Context: an optimization exercise on an open-source flow, tuned for small area, a short achievable clock period and few clock cycles per item. The choices shown serve that exercise and are no tape-out recipe.
Where RTL was checked, it was by simulation tests only, not by an equivalence proof against the original.

==> flow/design.v <==
module sha256_engine (
    input  wire         clk,
    input  wire         rst,         
    input  wire         start,       
    input  wire [15:0]  msg_len,     
    input  wire         in_valid,
    output wire         in_ready,
    input  wire [31:0]  in_data,
    output reg          busy,
    output reg          done,
    output wire [255:0] digest
);
    reg [31:0] R [0:15];         
    reg [31:0] a, b, c, d, e, f, g, h;
    reg [31:0] HA0, HA1, HA2, HA3, HE0, HE1, HE2, HE3;
    reg        first;            
    reg        running;          
    reg        grp;              
    reg [6:0]  rv;               
    reg [3:0]  pos;              
    reg [4:0]  nrx;              
    reg        lastf;            
    reg [14:0] wleft;            
    reg [1:0]  lrem;             
    reg        p80;              
    reg [15:0] len;
    assign digest = {HA0, HA1, HA2, HA3, HE0, HE1, HE2, HE3};
    reg [31:0] k_t;
    always @(*) begin
        case (rv[5:0])
            6'd0:  k_t = 32'h428a2f98; 6'd1:  k_t = 32'h71374491;
            6'd2:  k_t = 32'hb5c0fbcf; 6'd3:  k_t = 32'he9b5dba5;
            6'd4:  k_t = 32'h3956c25b; 6'd5:  k_t = 32'h59f111f1;
            6'd6:  k_t = 32'h923f82a4; 6'd7:  k_t = 32'hab1c5ed5;
            6'd8:  k_t = 32'hd807aa98; 6'd9:  k_t = 32'h12835b01;
            6'd10: k_t = 32'h243185be; 6'd11: k_t = 32'h550c7dc3;
            6'd12: k_t = 32'h72be5d74; 6'd13: k_t = 32'h80deb1fe;
            6'd14: k_t = 32'h9bdc06a7; 6'd15: k_t = 32'hc19bf174;
            6'd16: k_t = 32'he49b69c1; 6'd17: k_t = 32'hefbe4786;
            6'd18: k_t = 32'h0fc19dc6; 6'd19: k_t = 32'h240ca1cc;
            6'd20: k_t = 32'h2de92c6f; 6'd21: k_t = 32'h4a7484aa;
            6'd22: k_t = 32'h5cb0a9dc; 6'd23: k_t = 32'h76f988da;
            6'd24: k_t = 32'h983e5152; 6'd25: k_t = 32'ha831c66d;
            6'd26: k_t = 32'hb00327c8; 6'd27: k_t = 32'hbf597fc7;
            6'd28: k_t = 32'hc6e00bf3; 6'd29: k_t = 32'hd5a79147;
            6'd30: k_t = 32'h06ca6351; 6'd31: k_t = 32'h14292967;
            6'd32: k_t = 32'h27b70a85; 6'd33: k_t = 32'h2e1b2138;
            6'd34: k_t = 32'h4d2c6dfc; 6'd35: k_t = 32'h53380d13;
            6'd36: k_t = 32'h650a7354; 6'd37: k_t = 32'h766a0abb;
            6'd38: k_t = 32'h81c2c92e; 6'd39: k_t = 32'h92722c85;
            6'd40: k_t = 32'ha2bfe8a1; 6'd41: k_t = 32'ha81a664b;
            6'd42: k_t = 32'hc24b8b70; 6'd43: k_t = 32'hc76c51a3;
            6'd44: k_t = 32'hd192e819; 6'd45: k_t = 32'hd6990624;
            6'd46: k_t = 32'hf40e3585; 6'd47: k_t = 32'h106aa070;
            6'd48: k_t = 32'h19a4c116; 6'd49: k_t = 32'h1e376c08;
            6'd50: k_t = 32'h2748774c; 6'd51: k_t = 32'h34b0bcb5;
            6'd52: k_t = 32'h391c0cb3; 6'd53: k_t = 32'h4ed8aa4a;
            6'd54: k_t = 32'h5b9cca4f; 6'd55: k_t = 32'h682e6ff3;
            6'd56: k_t = 32'h748f82ee; 6'd57: k_t = 32'h78a5636f;
            6'd58: k_t = 32'h84c87814; 6'd59: k_t = 32'h8cc70208;
            6'd60: k_t = 32'h90befffa; 6'd61: k_t = 32'ha4506ceb;
            6'd62: k_t = 32'hbef9a3f7; default: k_t = 32'hc67178f2;
        endcase
    end
    function [31:0] rotr(input [31:0] x, input integer r);
        rotr = (x >> r) | (x << (32 - r));
    endfunction
    function [31:0] bsig0(input [31:0] x);
        bsig0 = rotr(x, 2) ^ rotr(x, 13) ^ rotr(x, 22);
    endfunction
    function [31:0] bsig1(input [31:0] x);
        bsig1 = rotr(x, 6) ^ rotr(x, 11) ^ rotr(x, 25);
    endfunction
    function [31:0] ssig0(input [31:0] x);
        ssig0 = rotr(x, 7) ^ rotr(x, 18) ^ (x >> 3);
    endfunction
    function [31:0] ssig1(input [31:0] x);
        ssig1 = rotr(x, 17) ^ rotr(x, 19) ^ (x >> 10);
    endfunction
    function [31:0] csa_s(input [31:0] x, input [31:0] y, input [31:0] z);
        csa_s = x ^ y ^ z;
    endfunction
    function [31:0] csa_c(input [31:0] x, input [31:0] y, input [31:0] z);
        csa_c = ((x & y) | (x & z) | (y & z)) << 1;
    endfunction
    wire [31:0] s1  = bsig1(e);
    wire [31:0] s0  = bsig0(a);
    wire [31:0] ch  = (e & f) | (~e & g);
    wire [31:0] maj = (a & b) | (a & c) | (b & c);
    wire [31:0] wt  = R[15];
    wire [31:0] p0s = csa_s(h, k_t, wt),  p0c = csa_c(h, k_t, wt);
    wire [31:0] e1s = csa_s(p0s, p0c, d), e1c = csa_c(p0s, p0c, d);
    wire [31:0] e2s = csa_s(e1s, e1c, ch), e2c = csa_c(e1s, e1c, ch);
    wire [31:0] e3s = csa_s(e2s, e2c, s1), e3c = csa_c(e2s, e2c, s1);
    wire [31:0] e_new = e3s + e3c;
    wire [31:0] a1s = csa_s(p0s, p0c, ch), a1c = csa_c(p0s, p0c, ch);
    wire [31:0] a2s = csa_s(a1s, a1c, maj), a2c = csa_c(a1s, a1c, maj);
    wire [31:0] a3s = csa_s(a2s, a2c, s1), a3c = csa_c(a2s, a2c, s1);
    wire [31:0] a4s = csa_s(a3s, a3c, s0), a4c = csa_c(a3s, a3c, s0);
    wire [31:0] a_new = a4s + a4c;
    wire [31:0] w1s = csa_s(R[0], R[9], ssig0(R[1]));
    wire [31:0] w1c = csa_c(R[0], R[9], ssig0(R[1]));
    wire [31:0] w2s = csa_s(w1s, w1c, ssig1(R[14]));
    wire [31:0] w2c = csa_c(w1s, w1c, ssig1(R[14]));
    wire [31:0] w_next = w2s + w2c;
    wire start_acc = start && !busy;
    wire ffin      = running && rv[6];               
    wire sched     = running && !rv[6] && (rv[5:4] != 2'b00 || rv[3:0] == 4'd15)
                     && rv[5:0] != 6'd63;            
    wire last_blk  = lastf;
    wire [3:0] pos_nx  = ffin ? 4'd0 : pos + 4'd1;
    wire [4:0] nrx_eff = ffin ? 5'd0 : nrx;
    wire fill_ok   = busy && !(running && !rv[6] && (rv[5:4] != 2'b00 || rv[3:0] == 4'd15))
                     && !(ffin && last_blk);
    wire want_new  = fill_ok && !nrx_eff[4] && (pos_nx == nrx_eff[3:0]);
    wire msg_word  = (wleft != 15'd0);
    assign in_ready = want_new && msg_word;
    wire wr        = want_new && (!msg_word || in_valid);
    reg [31:0] pad_word;
    integer    i;
    always @(*) begin
        if (wleft > 15'd1)
            pad_word = in_data;
        else if (wleft == 15'd1) begin
            for (i = 0; i < 4; i = i + 1) begin
                if (lrem == 2'd0 || i < lrem)
                    pad_word[31 - 8*i -: 8] = in_data[31 - 8*i -: 8];
                else if (i == lrem)
                    pad_word[31 - 8*i -: 8] = 8'h80;
                else
                    pad_word[31 - 8*i -: 8] = 8'h00;
            end
        end else
            pad_word = p80 ? 32'h80000000 : 32'h0;
        if (last_blk && nrx_eff == 5'd14)
            pad_word = 32'h0;
        else if (last_blk && nrx_eff == 5'd15)
            pad_word = {13'd0, len, 3'b000};
    end
    wire       rot   = (running && rv[6:2] == 5'b01111 && rv[1:0] != 2'b00) || ffin
                       || (busy && !running && grp) || start_acc;
    wire [1:0] kidx  = pos[1:0] - {1'b0, running};
    wire       load  = rot && (kidx == 2'd3);
    reg  [31:0] iva, ive;
    always @(*) begin
        case (kidx)
            2'd0: begin iva = 32'ha54ff53a; ive = 32'h5be0cd19; end
            2'd1: begin iva = 32'h3c6ef372; ive = 32'h1f83d9ab; end
            2'd2: begin iva = 32'hbb67ae85; ive = 32'h9b05688c; end
            default: begin iva = 32'h6a09e667; ive = 32'h510e527f; end
        endcase
    end
    wire [31:0] tapa = first ? iva : HA3;
    wire [31:0] tape = first ? ive : HE3;
    wire [31:0] suma = tapa + (running ? a : 32'd0);
    wire [31:0] sume = tape + (running ? e : 32'd0);
    wire [4:0] nrx_nx     = nrx_eff + {4'd0, wr};
    wire       running_nx = running ? (rv[6] ? (!last_blk && wr) :
                                       (rv[5:0] < 6'd15) ? ({1'b0, rv[3:0]} + 5'd1 < nrx_nx) : 1'b1)
                                    : (busy && grp && pos == 4'd15 && nrx_nx != 5'd0);
    always @(posedge clk) begin
        for (i = 0; i < 15; i = i + 1)
            R[i] <= R[i + 1];
        R[15] <= wr ? pad_word : (sched ? w_next : R[0]);
        if (load) begin
            a <= suma; b <= HA0; c <= HA1; d <= HA2;
            e <= sume; f <= HE0; g <= HE1; h <= HE2;
        end else begin
            h <= g; g <= f; f <= e; e <= e_new;
            d <= c; c <= b; b <= a; a <= a_new;
        end
        if (rot) begin
            HA0 <= suma; HA1 <= HA0; HA2 <= HA1; HA3 <= HA2;
            HE0 <= sume; HE1 <= HE0; HE2 <= HE1; HE3 <= HE2;
        end
        if (start_acc) begin
            len   <= msg_len;
            lrem  <= msg_len[1:0];
            p80   <= (msg_len[1:0] == 2'd0);
            wleft <= {1'b0, msg_len[15:2]} + {14'd0, (msg_len[1:0] != 2'd0)};
            lastf <= (msg_len < 16'd56);
        end else begin
            if (wr) begin
                if (msg_word)
                    wleft <= wleft - 15'd1;
                else
                    p80 <= 1'b0;
            end
            if (ffin)
                lastf <= (wleft < 15'd14) || (wleft == 15'd14 && lrem != 2'd0);
        end
        if (rst) begin
            busy    <= 1'b0;
            done    <= 1'b0;
            first   <= 1'b1;
            running <= 1'b0;
            grp     <= 1'b0;
            rv      <= 7'd0;
            pos     <= 4'd12;
            nrx     <= 5'd0;
        end else begin
            done    <= ffin && last_blk;
            running <= running_nx;
            rv      <= (running && !rv[6]) ? rv + 7'd1 : 7'd0;
            if (start_acc) begin
                busy  <= 1'b1;
                first <= 1'b1;
                pos   <= 4'd13;
                grp   <= 1'b1;
                nrx   <= 5'd0;
            end else begin
                if (ffin) begin
                    first <= last_blk;
                    if (last_blk)
                        busy <= 1'b0;
                end
                if (busy && !(ffin && last_blk))
                    pos <= pos_nx;
                else
                    pos <= 4'd12;
                nrx <= nrx_nx;
                grp <= busy && !(ffin && last_blk) && !running_nx &&
                       (pos_nx == 4'd12 || (grp && pos_nx[3:2] == 2'b11));
            end
        end
    end
endmodule
clock: 10.0 ns
lec_check: 0
cap_margin: 20
core_margin: 2
core_utilization: 40
place_density: 0.6
slew_margin: 20
run.sh (not shown) runs the stock make flow with config.mk's settings and CLKGATE_MAP_FILE= SYNTH_SCRIPT=/design/flow/synth_recipe.tcl, a recipe that flattens the netlist after the stock synthesis.
==> next run, changes <==
--- a/flow/design.v
+++ b/flow/design.v
@@ -20,5 +20,5 @@
     reg [3:0]  pos;              
     reg [4:0]  nrx;              
-    reg        lastf;            
+    reg [10:0] bl;               
     reg [14:0] wleft;            
     reg [1:0]  lrem;             
@@ -108,5 +108,5 @@
     wire sched     = running && !rv[6] && (rv[5:4] != 2'b00 || rv[3:0] == 4'd15)
                      && rv[5:0] != 6'd63;            
-    wire last_blk  = lastf;
+    wire last_blk  = (bl == 11'd0);
     wire [3:0] pos_nx  = ffin ? 4'd0 : pos + 4'd1;
     wire [4:0] nrx_eff = ffin ? 5'd0 : nrx;
@@ -140,5 +140,5 @@
     wire       rot   = (running && rv[6:2] == 5'b01111 && rv[1:0] != 2'b00) || ffin
                        || (busy && !running && grp) || start_acc;
-    wire [1:0] kidx  = pos[1:0] - {1'b0, running};
+    wire [1:0] kidx  = running ? (rv[1:0] - 2'd1) : (busy ? pos[1:0] : 2'd0);
     wire       load  = rot && (kidx == 2'd3);
     reg  [31:0] iva, ive;
@@ -179,5 +179,5 @@
             p80   <= (msg_len[1:0] == 2'd0);
             wleft <= {1'b0, msg_len[15:2]} + {14'd0, (msg_len[1:0] != 2'd0)};
-            lastf <= (msg_len < 16'd56);
+            bl    <= msg_len[15:6] + {9'd0, (msg_len[5:0] >= 6'd56)};
         end else begin
             if (wr) begin
@@ -187,6 +187,6 @@
                     p80 <= 1'b0;
             end
-            if (ffin)
-                lastf <= (wleft < 15'd14) || (wleft == 15'd14 && lrem != 2'd0);
+            if (ffin && !last_blk)
+                bl <= bl - 11'd1;
         end
         if (rst) begin
@@ -197,10 +197,10 @@
             grp     <= 1'b0;
             rv      <= 7'd0;
-            pos     <= 4'd12;
+            pos     <= 4'd0;
             nrx     <= 5'd0;
         end else begin
             done    <= ffin && last_blk;
             running <= running_nx;
-            rv      <= (running && !rv[6]) ? rv + 7'd1 : 7'd0;
+            rv      <= running_nx ? (running ? (rv[6] ? 7'd0 : rv + 7'd1) : 7'd0) : 7'd0;
             if (start_acc) begin
                 busy  <= 1'b1;
@@ -215,8 +215,5 @@
                         busy <= 1'b0;
                 end
-                if (busy && !(ffin && last_blk))
-                    pos <= pos_nx;
-                else
-                    pos <= 4'd12;
+                pos <= pos_nx;
                 nrx <= nrx_nx;
                 grp <= busy && !(ffin && last_blk) && !running_nx &&
Synthesized cell count fell slightly. Cell area drops slightly. Setup slack is worse by 1300 ps. Via count increases slightly. Cell count drops slightly. Worst hold slack improves by 13 ps. Routed wire length increases slightly. Clock-buffer cell count grows by 3. Utilization fell by 0.15 points. Sequential cell count climbs by 10.
Testbench counts after the change, summed over its fixed seeds: cycles 216,073, items 960.
Function not checked in the first run of this note: the RTL went through the layout flow alone.

[what the ideal ports hide]
In the flow no input, the clock included, has a driving cell. The finished layouts below were timed again as built, in two steps. Step 1: set_driving_cell puts a clkbuf_16 on clk and a buf_2 on each other input, an assumption about the parent block. Step 2, shift: input delay + t, output delay - t, t = (earliest + latest rising clock arrival at the registers) / 2. This alone moves slack from input paths to output paths. a / b / c = ideal / step 1 / step 2; a / b = the first two.
| run | shift t [ns] | slack for setup (ns) | slew at the worst register clock pin (ns) | worst data-port slew with drivers (ns) |
|---|---|---|---|---|
| the first run | 0.824 | 3.742 / 3.742 / 3.705 | 0.07 / 0.07 | 0.04 |
| the second run | 0.807 | 2.407 / 2.457 / 1.651 | 0.07 / 0.07 | 0.05 |
After both steps setup and hold are still met in every run listed. The setup slack of the second run, which loses most, moves by +0.050 ns with the drivers and by -0.756 ns with both steps.
